This is an optimization exercise on Yosys and OpenROAD, whose aim is small area and a short achievable clock period, not a production implementation. RTL that was checked went through simulation tests only; none was proved equivalent to the original. Only the layout flow was run in runs 2 and 3; the RTL was not checked for function there. No activity file was given, so power comes from the tool's default toggle rates.

==> design.v <==
module amaf_core (
    input  wire        clk,
    input  wire        rst,
    input  wire        s_valid,
    input  wire [15:0] s_data,
    output wire        s_ready,
    output wire [15:0] cv_avg,
    input  wire [15:0] cv_mv,
    output wire        o_valid,
    output wire [69:0] o_data
);
    localparam integer N               = 128;
    localparam integer SLOPE_THRESHOLD = 1000;
    localparam integer STEP_SIZE_MV    = 83;
    localparam integer LAST            = 60;
    localparam integer WINDOW          = 20;
    localparam integer CEILING_STEP    = 10;
    localparam [1:0] PATH_INIT  = 2'd1;
    localparam [1:0] PATH_SLOPE = 2'd2;
    localparam [1:0] PATH_SLIDE = 2'd3;
    reg signed [15:0] win [0:N-1];    
    reg signed [22:0] sum;
    reg signed [15:0] avg;
    reg        [6:0]  cur;
    reg               primed;
    reg               err_sticky;
    reg               o_valid_r;
    reg signed [15:0] o_avg;
    reg signed [15:0] o_mv;
    reg signed [15:0] o_rep;
    reg        [5:0]  o_step;
    reg        [5:0]  o_ind;
    reg        [3:0]  o_mag;
    reg               o_act;
    reg               o_chg;
    reg               o_err;
    reg        [1:0]  o_path;
    wire tick = !rst && s_valid;
    wire signed [15:0] raw = s_data;
    wire signed [16:0] diff  = {avg[15], avg} - {raw[15], raw};
    wire        [16:0] delta = diff[16] ? -diff : diff;
    wire               slope = delta > SLOPE_THRESHOLD;
    wire               fill  = !primed || slope;
    wire        [1:0]  path  = !primed ? PATH_INIT : (slope ? PATH_SLOPE : PATH_SLIDE);
    wire signed [15:0] evicted   = win[cur];
    wire signed [22:0] sum_rest  = sum - {{7{evicted[15]}}, evicted};
    wire signed [22:0] sum_slide = sum_rest + {{7{raw[15]}}, raw};
    wire signed [22:0] sum_fill  = {raw, 7'd0};
    wire signed [22:0] sum_next  = fill ? sum_fill : sum_slide;
    wire signed [15:0] avg_next  = sum_next[22:7];    
    assign cv_avg = avg_next;
    wire signed [15:0] mv = cv_mv;
    wire signed [15:0] q_trunc = mv / STEP_SIZE_MV;
    wire signed [15:0] r_trunc = mv % STEP_SIZE_MV;
    wire signed [16:0] q_ext   = q_trunc;
    wire signed [16:0] q_floor = (r_trunc < 0) ? q_ext - 17'sd1 : q_ext;
    wire signed [15:0] rem     = (r_trunc < 0) ? r_trunc + STEP_SIZE_MV : r_trunc;
    wire               up      = (2 * rem) >= STEP_SIZE_MV;
    wire signed [16:0] q_round = up ? q_floor + 17'sd1 : q_floor;
    wire        [5:0]  idx     = (q_round < 0)    ? 6'd0 :
                                 (q_round > LAST) ? LAST[5:0] : q_round[5:0];
    wire               err     = (q_round < 0) || (q_round > LAST);
    wire signed [15:0] rep     = idx * STEP_SIZE_MV;
    wire               chg = !primed || (idx != o_step);
    wire signed [16:0] lo  = rep - WINDOW;
    wire signed [16:0] hi  = rep + WINDOW;
    wire               act = (mv < lo) || (mv > hi);
    wire        [3:0]  mag = act ? ((idx < CEILING_STEP) ? idx[3:0] : CEILING_STEP[3:0]) : 4'd0;
    wire        [5:0]  ind = (idx < 1) ? 6'd1 : idx;
    integer i;
    always @(posedge clk) begin
        if (tick) begin
            for (i = 0; i < N; i = i + 1)
                if (fill || cur == i)
                    win[i] <= raw;
        end
    end
    always @(posedge clk) begin
        if (rst) begin
            sum        <= 23'sd0;
            avg        <= 16'sd0;
            cur        <= 7'd0;
            primed     <= 1'b0;
            err_sticky <= 1'b0;
            o_valid_r  <= 1'b0;
            o_avg      <= 16'sd0;
            o_mv       <= 16'sd0;
            o_rep      <= 16'sd0;
            o_step     <= 6'd0;
            o_ind      <= 6'd0;
            o_mag      <= 4'd0;
            o_act      <= 1'b0;
            o_chg      <= 1'b0;
            o_err      <= 1'b0;
            o_path     <= 2'd0;
        end else if (tick) begin
            sum        <= sum_next;
            avg        <= avg_next;
            cur        <= fill ? 7'd0 : cur + 7'd1;
            primed     <= 1'b1;
            err_sticky <= err_sticky || err;
            o_valid_r  <= 1'b1;
            o_avg      <= avg_next;
            o_mv       <= mv;
            o_rep      <= rep;
            o_step     <= idx;
            o_ind      <= ind;
            o_mag      <= mag;
            o_act      <= act;
            o_chg      <= chg;
            o_err      <= err;
            o_path     <= path;
        end else begin
            o_valid_r  <= 1'b0;
        end
    end
    assign s_ready = 1'b1;
    assign o_valid = o_valid_r;
    assign o_data  = {err_sticky, o_path, o_err, o_chg, o_act, o_mag,
                      o_ind, o_step, o_rep, o_mv, o_avg};
endmodule
==> run.sh <==
#!/bin/bash
# synth_recipe.tcl (not shown) runs the flow's synth.tcl, then flattens the netlist and writes it again
# the make line also repeats each setting of config.mk as NAME=value (left out here)
make -C /OpenROAD-flow-scripts/flow DESIGN_CONFIG=/design/flow/config.mk WORK_HOME=/design/flow/orfs CLKGATE_MAP_FILE= SYNTH_SCRIPT=/design/flow/synth_recipe.tcl finish
==> config.mk <==
export PLATFORM = sky130hd
export DESIGN_NAME = amaf_core
export DESIGN_NICKNAME = amaf_core
export VERILOG_FILES = /design/flow/design.v
export SDC_FILE = /design/flow/constraint.sdc
export NUM_CORES = 4
export LEC_CHECK = 0
export CAP_MARGIN = 20
export CORE_MARGIN = 2
export CORE_UTILIZATION = 40
export SLEW_MARGIN = 20
==> constraint.sdc <==
create_clock -name core_clock -period 20.0 [get_ports {clk}]
set_input_delay 4.0000 -clock core_clock [delete_from_list [all_inputs] [get_ports {clk}]]
set_output_delay 4.0000 -clock core_clock [all_outputs]
set_load 0.01 [all_outputs]
==> results of run 1 <==
==> routing by layer <==
layer  track usage (%)  part of all wire [%]  vias to the layer above
li1                  -                     -                    24890
met1             47.10                    33                    34970
met2             52.83                    39                     8505
met3             24.53                    20                     2109
met4             25.97                   8.6                       54
met5             3.180                  0.28                        -
==> per-stage QoR <==
step / worst slack (ns) / instances / TNS (ns) / hold slack, ns
3_5_place_dp: -0.5853 / 9031 / -2.244 / 0.4567
3_3_place_gp: -0.4004 / 9027 / -1.495 / 0.4513
6_report: 0.8782 / 9471 / 0 / 0.4623
5_1_grt: 0.001236 / 9418 / 0 / 0.4905
2_1_floorplan: 0.02160 / 5617 / 0 / 0.4228
4_1_cts: 0.2227 / 9391 / 0 / 0.4646
==> power breakdown <==
group | internal [W] | switching [W] | leakage [nW]
clock network | 0.00199 | 0.00176 | 3.01
logic | 0.00654 | 0.00699 | 12.4
registers | 0.00514 | 0.0000714 | 19.9
==> cells in the mapped netlist (100+ instances only) <==
master	instances
edfxtp_1	2048
nand3_1	117
a22o_1	265
nand2_1	161
nand4_1	186
a22oi_1	552
nor2_1	284
ha_1	117
a221oi_1	226
clkbuf_1	225
a21oi_1	106
xnor2_1	107
o21a_1	141
nor4_1	100
==> cell type report <==
class,instances,area [um2],area share [%]
Inverter,88,342.8,0.3295
Tap cell,2854,3571,3.432
Timing Repair Buffer,865,6824,6.558
Multi-Input combinational cell,3111,23860,22.93
Sequential cell,2130,63140,60.68
Antenna cell,63,157.7,0.1515
Clock buffer,261,5329,5.121
Clock inverter,99,833.3,0.8008
==> sequential cells by signal, indices dropped and copies added, names as in the netlist <==
name and flops:
primed 1, o_chg 1, sum 23, o_ind 6
o_step 6, err_sticky 1, o_rep 12, o_valid_r 1
o_mv 16, cur 7, win 2048, o_path 2
o_err 1, o_mag 4, o_act 1
==> path summary, 6_finish.rpt <==
kind,cells past startpoint,end
setup / recovery,69,o_mag[0]
hold / removal,2,o_mag[1]
setup reg to reg,37,sum[22]
hold reg to reg,2,o_mag[1]
==> layout by cell type, fill, tap and decap left out, drive strengths merged, types with 16 or more instances in the layout <==
cell type	instances
o21ai	103
ha	117
a31oi	27
buf	764
clkbuf	262
xor2	45
edfxtp	2048
clkinv	83
nand4	187
inv	92
nand3	118
fa	26
a22oi	554
xnor2	108
o21bai	34
o21a	141
nor3	56
a21oi	109
diode	63
or4	17
nand2	162
a221oi	231
mux2i	65
nor4	102
a22o	265
or3	23
nor2	286
clkdlybuf4s50	100
dfxtp	82
a21o	29
a222oi	16
and2	17
==> logic make-up after synthesis <==
logic type / share of synthesized area (%)
buf+inv: 1.857
other cells: 0.008579
mux: 0.8819
compound gates: 15.14
xor+xnor: 1.539
flops: 72.13
fa+ha+maj: 2.301
simple gates: 6.140
==> what timing repair did <==
item,4_1_cts,5_1_grt
setup buffers,0,14
gates resized for setup,0,66
endpoints found under the setup margin,0,5
==> worst reg2reg max path, delay by kind of cell (launching register included) <==
family,cells,cell delay (ns)
AOI/OAI and AO/OA,23,4.87
xor gates and xnor gates,1,0.09
adders and majority gates,2,0.82
buffers and inverters,1,0.32
DFF,1,0.50
muxes,1,0.39
and+or+nand+nor,9,3.73
==> flow_metrics.py, run 1 <==
metrics = {
    "cts": {
        "clockBufferDepth": 3,
        "cts_tree": "done",
        "ctsHoldBuffers": 0,
        "clk_latency_ns": 0.89,
        "root_buffer": "clkbuf_16",
        "cts_buffers": 202,
        "cts.sinks": 2130,
        "h-tree-depth": 4,
        "clk_pin_slew_ns": 0.06,
    },
    "yosys": {
        "synth_top_area_cell": "edfxtp_1",
        "synthCells": 5615,
        "ys.flop_type": "edfxtp_1",
        "synth.area.top_cells": "edfxtp_1 70%, a22oi_1 4.7%, a22o_1 2.7%",
        "synth-edff-count": 2048,
        "yosys_warnings": 2,
        "synth-seq-area-share_pct": 72.13,
        "synth_cell_types": 127,
        "yosys.area.top_type_share_pct": 70.25,
        "ys_ff_latch": 2130,
        "synth-async-reset-ratio_pct": 0,
        "syn_area_per_cell_um2": 15.59,
        "synth_area_mm2": 0.08754,
    },
    "sta": {
        "fin_crit_sh_pct": 95.61,
        "maxSlewViolCount": 0,
        "worst_pin_slew_ns": 1.423,
        "finalSetupViolations": 0,
        "rsz0062_at_grt": "no",
        "fmax_ghz": 0.05230,
        "slew_headroom_pct": 5.109,
        "post-route-min-period_ns": 19.12,
        "hold_viol_final": 0,
        "fin_skew_ns": 0.05364,
    },
    "routing": {
        "wl_per_cell_um": 48.11,
        "drcViolationCount": 0,
        "drtIter0Drc": 17540,
        "totalWireLength_mm": 455.6,
        "vias_per_cell": 7.447,
        "vias": 70530,
        "first_pass_iters": 10,
        "ant_nets": 0,
    },
    "cells_and_area": {
        "fillers": 18490,
        "final_util_pct": 47.87,
        "syn_to_final_growth_pct": 18.87,
        "finalNetCount": 6576,
        "fin_area_mm2": 0.1041,
        "layout-drive-gt1-share_pct": 21.47,
    },
    "global_route": {
        "overflow": 0,
        "grt_start_max_net_pins": 80,
        "grt_pass1_vias": 61810,
        "grt_pass1_wl_mm": 584.0,
        "grtUsageTotal_pct": 39.69,
        "antenna_found_initial": 68,
    },
    "critical_path": {
        "worstReg2RegStart": "cur[3]",
        "crit_start": "cv_mv[5]",
        "critPathMaxFanout": 6,
        "start_kind": "input pin",
        "crit_path_end_kind": "register",
        "crit_top_cell": "ha_1",
        "critPathRequiredTime_ns": 20.79,
        "cp_slowest_cell": "or4_4",
        "cp.arrival_ns": 19.91,
        "crit_buf_inv": 8,
        "cpPeakStageDelay_ns": 0.61,
        "crit_family": "simple AND/OR/NAND/NOR gates",
        "path_class": "input pin to register",
        "r2r_slack_ns": 9.20,
    },
    "die": {
        "die_w_um": 471.8,
        "start_util_pct": 40.27,
        "rows": 171,
        "die_h_um": 471.8,
        "dieArea_mm2": 0.2226,
        "core_area_mm2": 0.2174,
        "io-pin-count": 123,
    },
    "job": {
        "drv_cap": 0,
    },
    "placement": {
        "gp_congestion": 1.090,
        "placedInstanceArea_mm2": 0.09726,
        "dp.final_hpwl_mm": 289.1,
        "io_buffers": 118,
    },
    "power_and_ir_drop": {
        "p_leak_nw": 35.31,
        "power.density_mw_per_mm2": 216.1,
        "peakVddDrop_mv": 0.6227,
        "power_w": 0.02249,
    },
    "outcome": {
        "outcome": "timing/DRC/antenna clean",
    },
    "hold_path": {
        "holdCritStartpoint": "o_mag[1]",
        "hold_class": "register to register",
    },
}
==> inputs of run 2 (changes only) <==
==> design.v (replaced) <==
module amaf_core (
    input  wire        clk,
    input  wire        rst,
    input  wire        s_valid,
    input  wire [15:0] s_data,
    output wire        s_ready,
    output wire [15:0] cv_avg,
    input  wire [15:0] cv_mv,
    output wire        o_valid,
    output wire [69:0] o_data
);
    localparam integer N  = 128;
    localparam integer DW = 12;
    reg        [DW-1:0] dif [0:N-1];   
    reg signed [15:0]   last_raw;      
    reg signed [15:0]   ev;            
    reg signed [15:0]   avg;           
    reg        [6:0]    sum_lo;        
    reg        [6:0]    cnt;           
    reg                 wrapped;       
    reg                 err_sticky;
    reg               o_valid_r;
    reg signed [15:0] o_mv;
    reg        [5:0]  o_step;
    reg               o_act;
    reg               o_chg;
    reg               o_err;
    reg        [1:0]  o_path;
    wire primed = |o_path;
    wire tick   = s_valid && !rst;
    wire signed [15:0] raw = s_data;
    wire signed [22:0] sum = {avg, sum_lo};
    wire signed [16:0] hi    = avg + 17'sd1000;
    wire signed [16:0] lo    = avg - 17'sd1000;
    wire               slope = (raw > hi) || (raw < lo);
    wire               fill  = !primed || slope;
    wire        [1:0]  path  = !primed ? 2'd1 : (slope ? 2'd2 : 2'd3);
    wire signed [22:0] sum_rest  = sum - ev;
    wire signed [22:0] sum_slide = sum_rest + raw;
    wire signed [22:0] raw_x128  = {raw, 7'd0};
    wire signed [22:0] sum_next  = fill ? raw_x128 : sum_slide;
    wire signed [15:0] avg_next  = sum_next[22:7];
    assign cv_avg = avg_next;
    wire signed [15:0] d126      = {{(16-DW){dif[N-2][DW-1]}}, dif[N-2]};
    wire               wrapped_n = wrapped || (cnt == N - 1);
    wire signed [15:0] ev_next   = wrapped_n ? ev + d126 : ev;
    wire        [15:0] d_new     = raw - last_raw;
    wire signed [15:0] mv     = cv_mv;
    wire               err_lo = mv < -16'sd41;
    wire               err_hi = mv > 16'sd5021;
    wire               err    = err_lo || err_hi;
    wire        [12:0] x      = mv[12:0] + 13'd41;
    wire        [24:0] prod   = x * 13'd6317;
    wire        [5:0]  q      = prod[24:19];
    wire        [6:0]  fr     = prod[18:12];
    wire        [5:0]  idx    = err_lo ? 6'd0 : (err_hi ? 6'd60 : q);
    wire               act    = err || (fr < 7'd32) || (fr >= 7'd95);
    wire               chg    = !primed || (idx != o_step);
    integer i;
    always @(posedge clk) begin
        if (tick) begin
            for (i = N - 1; i > 0; i = i - 1)
                dif[i] <= dif[i-1];
            dif[0] <= d_new[DW-1:0];
        end
    end
    always @(posedge clk) begin
        if (tick) begin
            last_raw  <= raw;
            ev        <= fill ? raw : ev_next;
            sum_lo    <= sum_next[6:0];
            cnt       <= fill ? 7'd0 : cnt + 7'd1;
            wrapped   <= fill ? 1'b0 : wrapped_n;
        end
    end
    always @(posedge clk) begin
        if (rst) begin
            avg        <= 16'sd0;
            err_sticky <= 1'b0;
            o_valid_r  <= 1'b0;
            o_mv       <= 16'sd0;
            o_step     <= 6'd0;
            o_act      <= 1'b0;
            o_chg      <= 1'b0;
            o_err      <= 1'b0;
            o_path     <= 2'd0;
        end else if (tick) begin
            avg        <= avg_next;
            err_sticky <= err_sticky || err;
            o_valid_r  <= 1'b1;
            o_mv       <= mv;
            o_step     <= idx;
            o_act      <= act;
            o_chg      <= chg;
            o_err      <= err;
            o_path     <= path;
        end else begin
            o_valid_r  <= 1'b0;
        end
    end
    wire [15:0] o_rep = o_step * 7'd83;
    wire [3:0]  o_mag = !o_act ? 4'd0 : (o_step < 6'd10 ? o_step[3:0] : 4'd10);
    wire [5:0]  o_ind = {o_step[5:1], o_step[0] | (primed && o_step[5:1] == 5'd0)};
    assign s_ready = 1'b1;
    assign o_valid = o_valid_r;
    assign o_data  = {err_sticky, o_path, o_err, o_chg, o_act, o_mag,
                      o_ind, o_step, o_rep, o_mv, avg};
endmodule
--- a/config.mk
+++ b/config.mk
@@ -8,4 +8,6 @@
 export CAP_MARGIN = 20
 export CORE_MARGIN = 2
 export CORE_UTILIZATION = 40
+export CTS_BUF_LIST = sky130_fd_sc_hd__clkbuf_8
+export CTS_CLUSTER_SIZE = 40
 export SLEW_MARGIN = 20
==> flow_metrics.py, run 2 <==
metrics = {
    "power_and_ir_drop": {
        "power.density_mw_per_mm2": 116.6,
        "power_frac_clock_pct": 33.9,
        "seqPwrFrac_pct": 51.2,
        "p_switching_w": 0.001956,
        "power_frac_comb_pct": 14.9,
        "p_leak_nw": 23.44,
        "p_int_w": 0.005704,
        "switching_share_pct": 25.54,
        "peakVddDrop_mv": 0.07849,
    },
    "sta": {
        "rsz0062_at_grt": "no",
        "fin_crit_sh_pct": 61.84,
        "maxSlewViolCount": 0,
        "setup-tns-final_ns": 0,
        "hold_viol_final": 0,
        "fin_skew_ns": 0.05137,
        "post-route-min-period_ns": 12.37,
        "fmax_ghz": 0.08085,
        "finalSetupViolations": 0,
        "slew_headroom_pct": 28.82,
        "worst_pin_slew_ns": 1.068,
    },
    "global_route": {
        "grt_pass1_vias": 24890,
        "overflow": 0,
        "grt_pass1_wl_mm": 136.3,
        "grt_start_max_net_pins": 210,
        "grtUsageTotal_pct": 11.74,
        "top_usage_layer": "met1",
        "grtUsageMet3_pct": 3.457,
        "gr-usage-met2_pct": 15.39,
        "gr-usage-met1_pct": 18.22,
        "antenna_found_initial": 2,
    },
    "routing": {
        "drcViolationCount": 0,
        "totalWireLength_mm": 85.50,
        "vias_per_cell": 4.598,
        "vias": 24440,
        "first_pass_iters": 5,
        "drtIter0Drc": 1726,
        "wl_per_cell_um": 16.09,
        "ant_nets": 0,
    },
    "hold_path": {
        "hold_end": "dif[115][9]",
        "min_path_cells": 0,
        "holdCritStartpoint": "dif[114][9]",
        "hold_class": "register to register",
    },
    "die": {
        "start_util_pct": 40.18,
        "core_area_mm2": 0.1431,
        "die_w_um": 383.2,
        "dieArea_mm2": 0.1468,
        "die_h_um": 383.2,
        "rows": 139,
        "io-pin-count": 123,
    },
    "yosys": {
        "synth.most_common_cell": "edfxtp_1",
        "synth-async-reset-ratio_pct": 0,
        "yosys.area.top_type_share_pct": 81.81,
        "synth.area.top_cells": "edfxtp_1 82%, ha_1 4.4%, fa_1 2.2%",
        "synth_top_area_cell": "edfxtp_1",
        "synth-edff-count": 1567,
        "ys.flop_type": "edfxtp_1",
        "syn_area_per_cell_um2": 20.07,
        "yosys-top-cells-count": "1567 x edfxtp_1, 226 x inv_1, 202 x ha_1",
        "synth_cell_types": 79,
        "synthCells": 2866,
        "synth-seq-area-share_pct": 83.38,
        "ys_ff_latch": 1612,
        "yosys_warnings": 2,
        "synth_area_mm2": 0.05752,
    },
    "cells_and_area": {
        "final_cell_mix": "1567 x edfxtp_1, 304 x inv_1, 281 x clkbuf_8, 202 x ha_1, 117 x clkdlybuf4s50_1",
        "syn_to_final_growth_pct": 14.23,
        "fin_area_mm2": 0.06570,
        "finalNetCount": 3524,
        "largest_register_ffs": 1524,
        "final_common_cell": "edfxtp_1",
        "largest-register": "dif",
        "layout-drive-gt1-share_pct": 10.76,
    },
    "critical_path": {
        "r2r_slack_ns": 15.31,
        "path_class": "input pin to output port",
        "crit_path_end_kind": "output port",
        "crit_start": "s_data[15]",
        "cp.arrival_ns": 8.37,
        "critPathRequiredTime_ns": 16.00,
        "r2r_end": "ev[7]",
        "critPathMaxFanout": 8,
        "start_kind": "input pin",
        "worstReg2RegStart": "avg[3]",
        "worst-r2r-cell-count": 17,
    },
    "cts": {
        "clk_pin_slew_ns": 0.06,
        "cts_buffers": 275,
        "h-tree-depth": 5,
        "postCtsResizedCells": 0,
        "root_buffer": "clkbuf_8",
        "ctsHoldBuffers": 0,
        "cts_tree": "done",
        "clk_latency_ns": 0.91,
        "clockBufferDepth": 4,
        "cts_setup_buffers": 0,
        "cts.sinks": 1612,
    },
    "placement": {
        "dp.final_hpwl_mm": 46.03,
        "placedInstanceArea_mm2": 0.06092,
        "gp_congestion": 0.8192,
        "io_buffers": 118,
    },
    "job": {
        "drv_cap": 0,
    },
    "outcome": {
        "outcome": "timing/DRC/antenna clean",
    },
}
[run 2: power by group through the flow]
stage | Sequential, W | Combinational, W | Clock [W]
2_1_floorplan | 0.00410 | 0.000842 | 0
4_1_cts | 0.00392 | 0.00115 | 0.00273
6_report | 0.00392 | 0.00114 | 0.00260
3_3_place_gp | 0.00399 | 0.00112 | 0
5_1_grt | 0.00393 | 0.00130 | 0.00288
3_5_place_dp | 0.00399 | 0.00114 | 0
[run 2: how the worst max path moves through the flow]
stage                  to  slack (ns)  cells after the start
4_1_cts        cv_avg[15]        7.60                     13
3_5_place_dp   cv_avg[15]        7.61                     13
6_report       cv_avg[15]        7.63                     13
3_3_place_gp   cv_avg[12]        7.79                     15
2_1_floorplan      cnt[0]       -8.06                      3
5_1_grt        cv_avg[15]        7.34                     14
[run 2: cells by family after synthesis]
kind of cell / Yosys count / share of synthesized area, %
AOI/OAI and AO/OA: 264 / 3.189
DFF: 1612 / 83.38
buffers and inverters: 287 / 2.106
other: 2 / 0.01306
and+or+nand+nor: 292 / 2.462
xor gates and xnor gates: 107 / 1.629
adders and majority gates: 264 / 6.552
muxes: 38 / 0.6722
[run 2: area by class of cell]
class,instances,area (um2)
fillers,12060,77430
flip-flops and latches,1612,47960
multi-input cells,969,8361
clock buffers,281,3867
well taps,1903,2381
repair buffers,138,1368
clock inverters,181,900.9
inverters,229,863.3
diodes,2,5.005
[run 2: metal layers]
layer	vias up	share of wire (%)
met2	496	41
met1	12190	52
li1	11580	-
met4	0	2.2
met3	175	5.2
met5	-	0
[run 2: stage by stage]
step	total power (W)	hold WS (ns)	util, %	setup slack [ns]	instances
after floorplan	0.004941	0.4003	-	-8.058	2868
after global placement	0.005111	0.4002	42.56	7.789	4851
after detailed placement	0.005128	0.4045	42.56	7.609	4851
after CTS	0.007805	0.3722	45.90	7.603	5313
after global routing	0.008117	0.3880	45.90	7.336	5315
final	0.007661	0.3740	45.90	7.631	5315
[run 2: worst max-delay path, stage by stage]
cell	delay, ns
clkdlybuf4s50_1	0.69
inv_1	0.32
fa_1	0.62
inv_1	0.05
ha_1	0.37
a21o_1	0.21
a2111o_1	0.43
o211ai_1	0.18
o21ai_0	0.24
a31oi_1	0.26
xnor2_1	0.12
o21ai_0	0.27
clkdlybuf4s50_1	0.61
==> inputs of run 3 (changes only) <==
--- a/config.mk
+++ b/config.mk
@@ -8,6 +8,5 @@
 export CAP_MARGIN = 20
 export CORE_MARGIN = 2
 export CORE_UTILIZATION = 40
-export CTS_BUF_LIST = sky130_fd_sc_hd__clkbuf_8
-export CTS_CLUSTER_SIZE = 40
+export CTS_BUF_LIST = sky130_fd_sc_hd__clkbuf_4 sky130_fd_sc_hd__clkbuf_8
 export SLEW_MARGIN = 20
==> flow_metrics.py, run 3 <==
metrics = {
    "die": {
        "start_util_pct": 40.18,
        "die_w_um": 383.2,
        "io-pin-count": 123,
        "rows": 139,
        "die_h_um": 383.2,
        "dieArea_mm2": 0.1468,
        "core_area_mm2": 0.1431,
    },
    "yosys": {
        "synthCells": 2866,
        "synth_cell_types": 79,
        "syn_area_per_cell_um2": 20.07,
        "ys.flop_type": "edfxtp_1",
        "synth_area_mm2": 0.05752,
        "yosys_warnings": 2,
        "yosys-top-cells-count": "1567 x edfxtp_1, 226 x inv_1, 202 x ha_1",
        "synth-seq-area-share_pct": 83.38,
        "synth_top_area_cell": "edfxtp_1",
        "ys_ff_latch": 1612,
        "synth-edff-count": 1567,
        "yosys.area.top_type_share_pct": 81.81,
        "synth.most_common_cell": "edfxtp_1",
        "synth.area.top_cells": "edfxtp_1 82%, ha_1 4.4%, fa_1 2.2%",
        "synth-async-reset-ratio_pct": 0,
    },
    "critical_path": {
        "crit_path_end_kind": "output port",
        "start_kind": "input pin",
        "cp.arrival_ns": 8.35,
        "critPathRequiredTime_ns": 16.00,
        "critPathMaxFanout": 8,
        "path_class": "input pin to output port",
    },
    "cells_and_area": {
        "seq_area_mm2": 0.04796,
        "final_common_cell": "edfxtp_1",
        "final_util_pct": 46.11,
        "final_cell_count_no_fill": 5315,
        "syn_to_final_growth_pct": 14.74,
        "final_cell_mix": "1567 x edfxtp_1, 281 x clkbuf_8, 225 x inv_1, 202 x ha_1, 117 x clkdlybuf4s50_1",
        "largest_register_ffs": 1524,
        "layout-drive-gt1-share_pct": 13.08,
        "multi_input_area_mm2": 0.008361,
        "finalNetCount": 3524,
        "fillers": 12030,
        "largest-register": "dif",
    },
    "job": {
        "drv_cap": 0,
    },
    "sta": {
        "finalSetupViolations": 0,
        "post-route-min-period_ns": 12.35,
        "setup-tns-final_ns": 0,
        "slew_headroom_pct": 29.20,
        "fin_skew_ns": 0.05085,
        "fin_crit_sh_pct": 61.73,
        "fin_ws_ns": 7.654,
        "fmax_ghz": 0.08100,
        "maxSlewViolCount": 0,
        "worst_pin_slew_ns": 1.062,
        "rsz0062_at_grt": "no",
        "hold_viol_final": 0,
    },
    "global_route": {
        "grt_start_max_net_pins": 210,
        "top_usage_layer": "met1",
        "gr-usage-met1_pct": 18.22,
        "grt_pass1_vias": 24940,
        "grt_pass1_wl_mm": 136.4,
        "grtUsageTotal_pct": 11.74,
        "gr-usage-met2_pct": 15.40,
        "antenna_found_initial": 2,
        "overflow": 0,
        "grtUsageMet3_pct": 3.457,
    },
    "routing": {
        "vias_per_cell": 4.600,
        "first_pass_iters": 5,
        "drtIter0Drc": 1742,
        "ant_nets": 0,
        "drcViolationCount": 0,
        "totalWireLength_mm": 85.49,
        "wl_per_cell_um": 16.08,
        "vias": 24450,
    },
    "placement": {
        "dp.final_hpwl_mm": 46.03,
        "io_buffers": 118,
        "gp_congestion": 0.8192,
        "post-place-ws_ns": 7.609,
        "dp_cells": 4851,
    },
    "cts": {
        "cts_setup_buffers": 0,
        "h-tree-depth": 5,
        "ctsHoldBuffers": 0,
        "root_buffer": "clkbuf_8",
        "cts_buffers": 275,
        "clk_pin_slew_ns": 0.06,
        "cts_tree": "done",
        "postCtsResizedCells": 0,
        "clk_latency_ns": 0.91,
        "clockBufferDepth": 4,
        "cts.sinks": 1612,
    },
    "outcome": {
        "outcome": "timing/DRC/antenna clean",
    },
    "power_and_ir_drop": {
        "power_w": 0.007805,
        "peakVddDrop_mv": 0.07863,
        "p_leak_nw": 23.39,
        "power.density_mw_per_mm2": 118.3,
    },
    "hold_path": {
        "hold_class": "register to register",
    },
}
run 3: through the flow:
step	hold WS, ns	area (um2)
2_1_floorplan	0.4003	57530
3_3_place_gp	0.4002	60920
3_5_place_dp	0.4045	60920
4_1_cts	0.3720	65990
5_1_grt	0.3883	66000
6_report	0.3755	66000
run 3: logic make-up (layout without fill, tap and decap cells):
kind of cell / Yosys count / after routing / share of synthesized area [%]
flip-flops: 1612 / 1612 / 83.38
AND/OR/NAND/NOR: 292 / 292 / 2.462
buffers and inverters: 287 / 829 / 2.106
adder cells (fa/ha/maj): 264 / 264 / 6.552
AO/OA/AOI/OAI: 264 / 264 / 3.189
XOR/XNOR: 107 / 107 / 1.629
multiplexers: 38 / 38 / 0.6722
other: 2 / 6 / 0.01306
run 3: layer usage:
| metal | vias up | part of all wire [%] |
|---|---|---|
| met2 | 514 | 41 |
| met5 | - | 0 |
| met4 | 0 | 2.2 |
| met1 | 12180 | 51 |
| li1 | 11580 | - |
| met3 | 176 | 5.3 |
run 3: power breakdown:
part	switching, W	total, W	leakage [nW]	internal (W)
Combinational	0.000662	0.00114	5.66	0.000481
Clock	0.00123	0.00274	2.65	0.00151
Sequential	0.0000600	0.00392	15.1	0.00386
Total	0.00195	0.00781	23.4	0.00585
run 3: area by class of cell:
cell class	instances	area share, %
clock buffer	360	6.759
sequential	1612	72.66
timing repair buffer	138	2.072
multi-input combinational	969	12.67
tap	1903	3.608
antenna	2	0.007583
inverter	229	1.308
clock inverter	102	0.9157
run 3: worst max-delay path, stage by stage:
cell	delay (ns)
clkdlybuf4s50_1	0.69
inv_1	0.32
fa_1	0.62
inv_1	0.05
ha_1	0.37
a21o_1	0.21
a2111o_1	0.43
o211ai_1	0.18
o21ai_0	0.23
a31oi_1	0.25
xnor2_1	0.12
o21ai_0	0.27
clkdlybuf4s50_1	0.61
run 3: worst paths after layout:
check                            startpoint          end  slack (ns)  cells past startpoint
worst max-delay path             s_data[15]   cv_avg[15]        7.65                     13
worst min-delay path            dif[114][9]  dif[115][9]        0.38                      0
worst max register to register       avg[3]        ev[7]       15.35                     17
worst min register to register  dif[114][9]  dif[115][9]        0.38                      0
==> inputs of run 4 (changes only) <==
--- a/design.v
+++ b/design.v
@@ -13,9 +13,9 @@
     localparam integer DW = 12;
     reg        [DW-1:0] dif [0:N-1];   
     reg signed [15:0]   last_raw;      
-    reg signed [15:0]   ev;            
+    reg signed [15:0]   tail_prev;     
+    reg signed [22:0]   sum_rest;      
     reg signed [15:0]   avg;           
-    reg        [6:0]    sum_lo;        
     reg        [6:0]    cnt;           
     reg                 wrapped;       
     reg                 err_sticky;
@@ -29,21 +29,22 @@
     wire primed = |o_path;
     wire tick   = s_valid && !rst;
     wire signed [15:0] raw = s_data;
-    wire signed [22:0] sum = {avg, sum_lo};
     wire signed [16:0] hi    = avg + 17'sd1000;
     wire signed [16:0] lo    = avg - 17'sd1000;
     wire               slope = (raw > hi) || (raw < lo);
     wire               fill  = !primed || slope;
     wire        [1:0]  path  = !primed ? 2'd1 : (slope ? 2'd2 : 2'd3);
-    wire signed [22:0] sum_rest  = sum - ev;
     wire signed [22:0] sum_slide = sum_rest + raw;
-    wire signed [22:0] raw_x128  = {raw, 7'd0};
-    wire signed [22:0] sum_next  = fill ? raw_x128 : sum_slide;
-    wire signed [15:0] avg_next  = sum_next[22:7];
+    wire signed [15:0] avg_next  = fill ? raw : sum_slide[22:7];
     assign cv_avg = avg_next;
+    wire signed [15:0] d127      = {{(16-DW){dif[N-1][DW-1]}}, dif[N-1]};
     wire signed [15:0] d126      = {{(16-DW){dif[N-2][DW-1]}}, dif[N-2]};
+    wire signed [15:0] ev        = wrapped ? tail_prev + d127 : tail_prev;
     wire               wrapped_n = wrapped || (cnt == N - 1);
     wire signed [15:0] ev_next   = wrapped_n ? ev + d126 : ev;
+    wire signed [22:0] rest_base = sum_rest - ev_next;
+    wire signed [22:0] raw_x128  = {raw, 7'd0};
+    wire signed [22:0] rest_next = fill ? raw_x128 - raw : rest_base + raw;
     wire        [15:0] d_new     = raw - last_raw;
     wire signed [15:0] mv     = cv_mv;
     wire               err_lo = mv < -16'sd41;
@@ -67,8 +68,8 @@
     always @(posedge clk) begin
         if (tick) begin
             last_raw  <= raw;
-            ev        <= fill ? raw : ev_next;
-            sum_lo    <= sum_next[6:0];
+            tail_prev <= fill ? raw : ev;
+            sum_rest  <= rest_next;
             cnt       <= fill ? 7'd0 : cnt + 7'd1;
             wrapped   <= fill ? 1'b0 : wrapped_n;
         end
--- a/config.mk
+++ b/config.mk
@@ -8,5 +8,4 @@
 export CAP_MARGIN = 20
 export CORE_MARGIN = 2
 export CORE_UTILIZATION = 40
-export CTS_BUF_LIST = sky130_fd_sc_hd__clkbuf_4 sky130_fd_sc_hd__clkbuf_8
 export SLEW_MARGIN = 20
==> flow_metrics.py, run 4 <==
metrics = {
    "job": {
        "drv_cap": 0,
    },
    "yosys": {
        "synth.most_common_cell": "edfxtp_1",
        "ys_ff_latch": 1640,
        "synth_area_mm2": 0.06061,
        "yosys-top-cells-count": "1595 x edfxtp_1, 256 x ha_1, 194 x inv_1",
        "ys.flop_type": "edfxtp_1",
        "synth-seq-area-share_pct": 80.52,
        "synth_cell_types": 88,
        "synth_top_area_cell": "edfxtp_1",
        "synthCells": 3216,
        "syn_area_per_cell_um2": 18.85,
        "synth-async-reset-ratio_pct": 0,
        "yosys_warnings": 2,
        "synth.area.top_cells": "edfxtp_1 79%, ha_1 5.3%, fa_1 2.1%",
        "yosys.area.top_type_share_pct": 79.03,
        "synth-edff-count": 1595,
    },
    "cts": {
        "clk_pin_slew_ns": 0.06,
        "cts_setup_buffers": 0,
        "cts_tree": "done",
        "clk_latency_ns": 0.78,
        "postCtsResizedCells": 0,
        "root_buffer": "clkbuf_16",
        "clockBufferDepth": 3,
        "cts.sinks": 1640,
        "ctsHoldBuffers": 0,
        "h-tree-depth": 4,
        "cts_buffers": 162,
    },
    "global_route": {
        "grt_start_max_net_pins": 224,
        "grt_pass1_vias": 26060,
        "antenna_found_initial": 3,
        "overflow": 0,
        "grtUsageTotal_pct": 12.75,
        "grt_pass1_wl_mm": 151.9,
    },
    "cells_and_area": {
        "largest_register_ffs": 1536,
        "top_regs": "dif (1536), sum_rest (23)",
        "largest-register": "dif",
        "syn_to_final_growth_pct": 15.34,
        "final_cell_mix": "1595 x edfxtp_1, 256 x ha_1, 194 x inv_1, 163 x clkbuf_16, 143 x nor2_1",
        "final_cell_count_no_fill": 5639,
        "layout-drive-gt1-share_pct": 9.083,
        "finalNetCount": 3838,
        "final_common_cell": "edfxtp_1",
    },
    "critical_path": {
        "r2r_end": "sum_rest[22]",
        "path_class": "input pin to output port",
        "worstReg2RegStart": "tail_prev[0]",
        "crit_family": "buffers and inverters",
        "cp_slowest_cell": "clkdlybuf4s50_1",
        "worstPathCellList": "clkdlybuf4s50_1 > ha_1 > a21oi_1 > o21ai_1 > a2111oi_0 > a21oi_1 > a21boi_2 > o211ai_2 > nand2b_4 > or3_1 > nand2_1 > clkdlybuf4s50_1",
        "critPathMaxFanout": 56,
        "crit_buf_inv": 2,
        "crit_path_end_kind": "output port",
        "start_kind": "input pin",
        "critPathRequiredTime_ns": 16.00,
        "cpPeakStageDelay_ns": 0.96,
        "worst-r2r-cell-count": 29,
        "r2r_slack_ns": 12.61,
        "cp.arrival_ns": 8.29,
    },
    "routing": {
        "drtIter0Drc": 2179,
        "totalWireLength_mm": 98.59,
        "vias": 26850,
        "ant_nets": 0,
        "wl_per_cell_um": 17.48,
        "vias_per_cell": 4.762,
        "drcViolationCount": 0,
        "first_pass_iters": 7,
    },
    "sta": {
        "finalSetupViolations": 0,
        "maxSlewViolCount": 0,
        "fmax_ghz": 0.08136,
        "rsz0062_at_grt": "no",
        "fin_skew_ns": 0.03092,
        "worst_pin_slew_ns": 1.053,
        "post-route-min-period_ns": 12.29,
        "slew_headroom_pct": 29.77,
        "setup-tns-final_ns": 0,
        "hold_viol_final": 0,
        "fin_crit_sh_pct": 61.45,
    },
    "die": {
        "start_util_pct": 40.37,
        "dieArea_mm2": 0.1546,
        "die_h_um": 393.3,
        "core_area_mm2": 0.1501,
        "die_w_um": 393.3,
        "io-pin-count": 123,
        "rows": 142,
    },
    "power_and_ir_drop": {
        "p_switching_w": 0.002128,
        "p_leak_nw": 24.60,
        "switching_share_pct": 25.36,
        "power.density_mw_per_mm2": 120.1,
        "p_int_w": 0.006264,
        "power_frac_comb_pct": 15.4,
        "power_frac_clock_pct": 37.0,
        "seqPwrFrac_pct": 47.6,
        "peakVddDrop_mv": 0.1027,
    },
    "outcome": {
        "outcome": "timing/DRC/antenna clean",
    },
    "placement": {
        "gp_congestion": 0.8574,
        "dp_cells": 5335,
        "io_buffers": 118,
        "dp.final_hpwl_mm": 58.89,
    },
    "hold_path": {
        "holdCritStartpoint": "dif[114][7]",
        "hold_end": "dif[115][7]",
        "hold_class": "register to register",
        "min_path_cells": 0,
    },
}
==> run 4: changes by cell type in the layout (fill, tap and decap cells not counted), moves of 52 or more <==
cell | previous run | this run
clkbuf_8 | 281 | 10
clkbuf_16 | 0 | 163
clkbuf_4 | 79 | 0
nand2_1 | 63 | 136
ha_1 | 202 | 256
nor2_1 | 89 | 143
a21oi_1 | 65 | 117
==> run 4: cell families (layout without fill, tap and decap cells) <==
logic type / Yosys count / after routing / synth area share (%)
flops: 1640 / 1640 / 80.52
simple gates: 455 / 455 / 3.501
compound gates: 365 / 365 / 4.055
fa+ha+maj: 319 / 319 / 7.366
buf+inv: 244 / 648 / 1.678
xor+xnor: 152 / 152 / 2.197
mux: 39 / 39 / 0.6751
other cells: 2 / 5 / 0.01239
==> run 4: metal layers <==
metal,GRT usage [%],part of all wire [%]
met4,4.835,2.7
met5,0,0.013
met3,3.666,5.9
met1,19.20,49
met2,17.35,42
==> run 4: final cells by class <==
cell class                      instances  area, um2
Fill cell                           12570      80230
Sequential cell                      1640      48800
Multi-Input combinational cell       1334      10810
Clock buffer                          199       4314
Tap cell                             2016       2522
Timing Repair Buffer                  150       1463
Clock inverter                        103       1244
Inverter                              196      748.2
Antenna cell                            1      2.502
==> run 4: power groups by stage <==
stage / clock network [W] / logic (W) / registers (W)
4_1_cts: 0.00322 / 0.00131 / 0.00400
2_1_floorplan: 0 / 0.000951 / 0.00415
6_report: 0.00311 / 0.00129 / 0.00399
3_3_place_gp: 0 / 0.00129 / 0.00406
5_1_grt: 0.00336 / 0.00147 / 0.00401
3_5_place_dp: 0 / 0.00130 / 0.00406
==> run 4: through the flow <==
step	cell area [um2]	worst slack (ns)	total power (W)	utilization, %	hold WS [ns]
finish	69900	7.709	0.008392	46.56	0.3983
global route	69900	7.455	0.008830	46.56	0.3969
CTS	69870	7.617	0.008529	46.54	0.3952
detailed placement	64310	7.658	0.005363	42.84	0.4045
global placement	64310	7.692	0.005354	42.84	0.4009
floorplan	60650	-8.283	0.005102	-	0.4003
==> run 4: worst max-delay path by stage <==
stage / end / startpoint / cells after the start
CTS: cv_avg[15] / s_data[6] / 12
floorplan: o_chg / s_valid / 8
global route: cv_avg[15] / s_data[6] / 12
detailed placement: cv_avg[15] / s_data[6] / 12
finish: cv_avg[3] / s_data[10] / 12
global placement: cv_avg[15] / s_data[9] / 12

==> afterwards: timing with drivers on the ports <==
How much do the figures lean on ideal ports? The routed layouts below were timed once more, with nothing changed but the port constraints. Step 1 sets driving cells, clkbuf_16 on the clock port and buf_2 on the other inputs (assumed; they add their load-dependent delay and slew). Step 2, shift: input delay + t, output delay - t, t = (earliest + latest rising clock arrival at the registers) / 2. This alone moves slack from input paths to output paths. Three values: no drivers, after step 1, after step 2; two values: the first two.
run	t, ns	setup WS [ns]	worst setup path after step 2	slew at the worst register clock pin (ns)	worst data-port slew with drivers (ns)
run 1	0.958	0.878 / 0.948 / -0.010	input to register	0.07 / 0.07	0.05
run 2	0.956	7.631 / 7.492 / 7.492	input to output	0.08 / 0.08	0.14
run 3	0.959	7.654 / 7.514 / 7.514	input to output	0.08 / 0.08	0.14
run 4	0.838	7.709 / 7.678 / 7.678	input to output	0.07 / 0.07	0.10
With both steps, setup timing fails in run 1, where it was met with ideal ports. The setup slack of run 1, which loses most, moves by +0.070 ns with the drivers and by -0.888 ns with both steps.
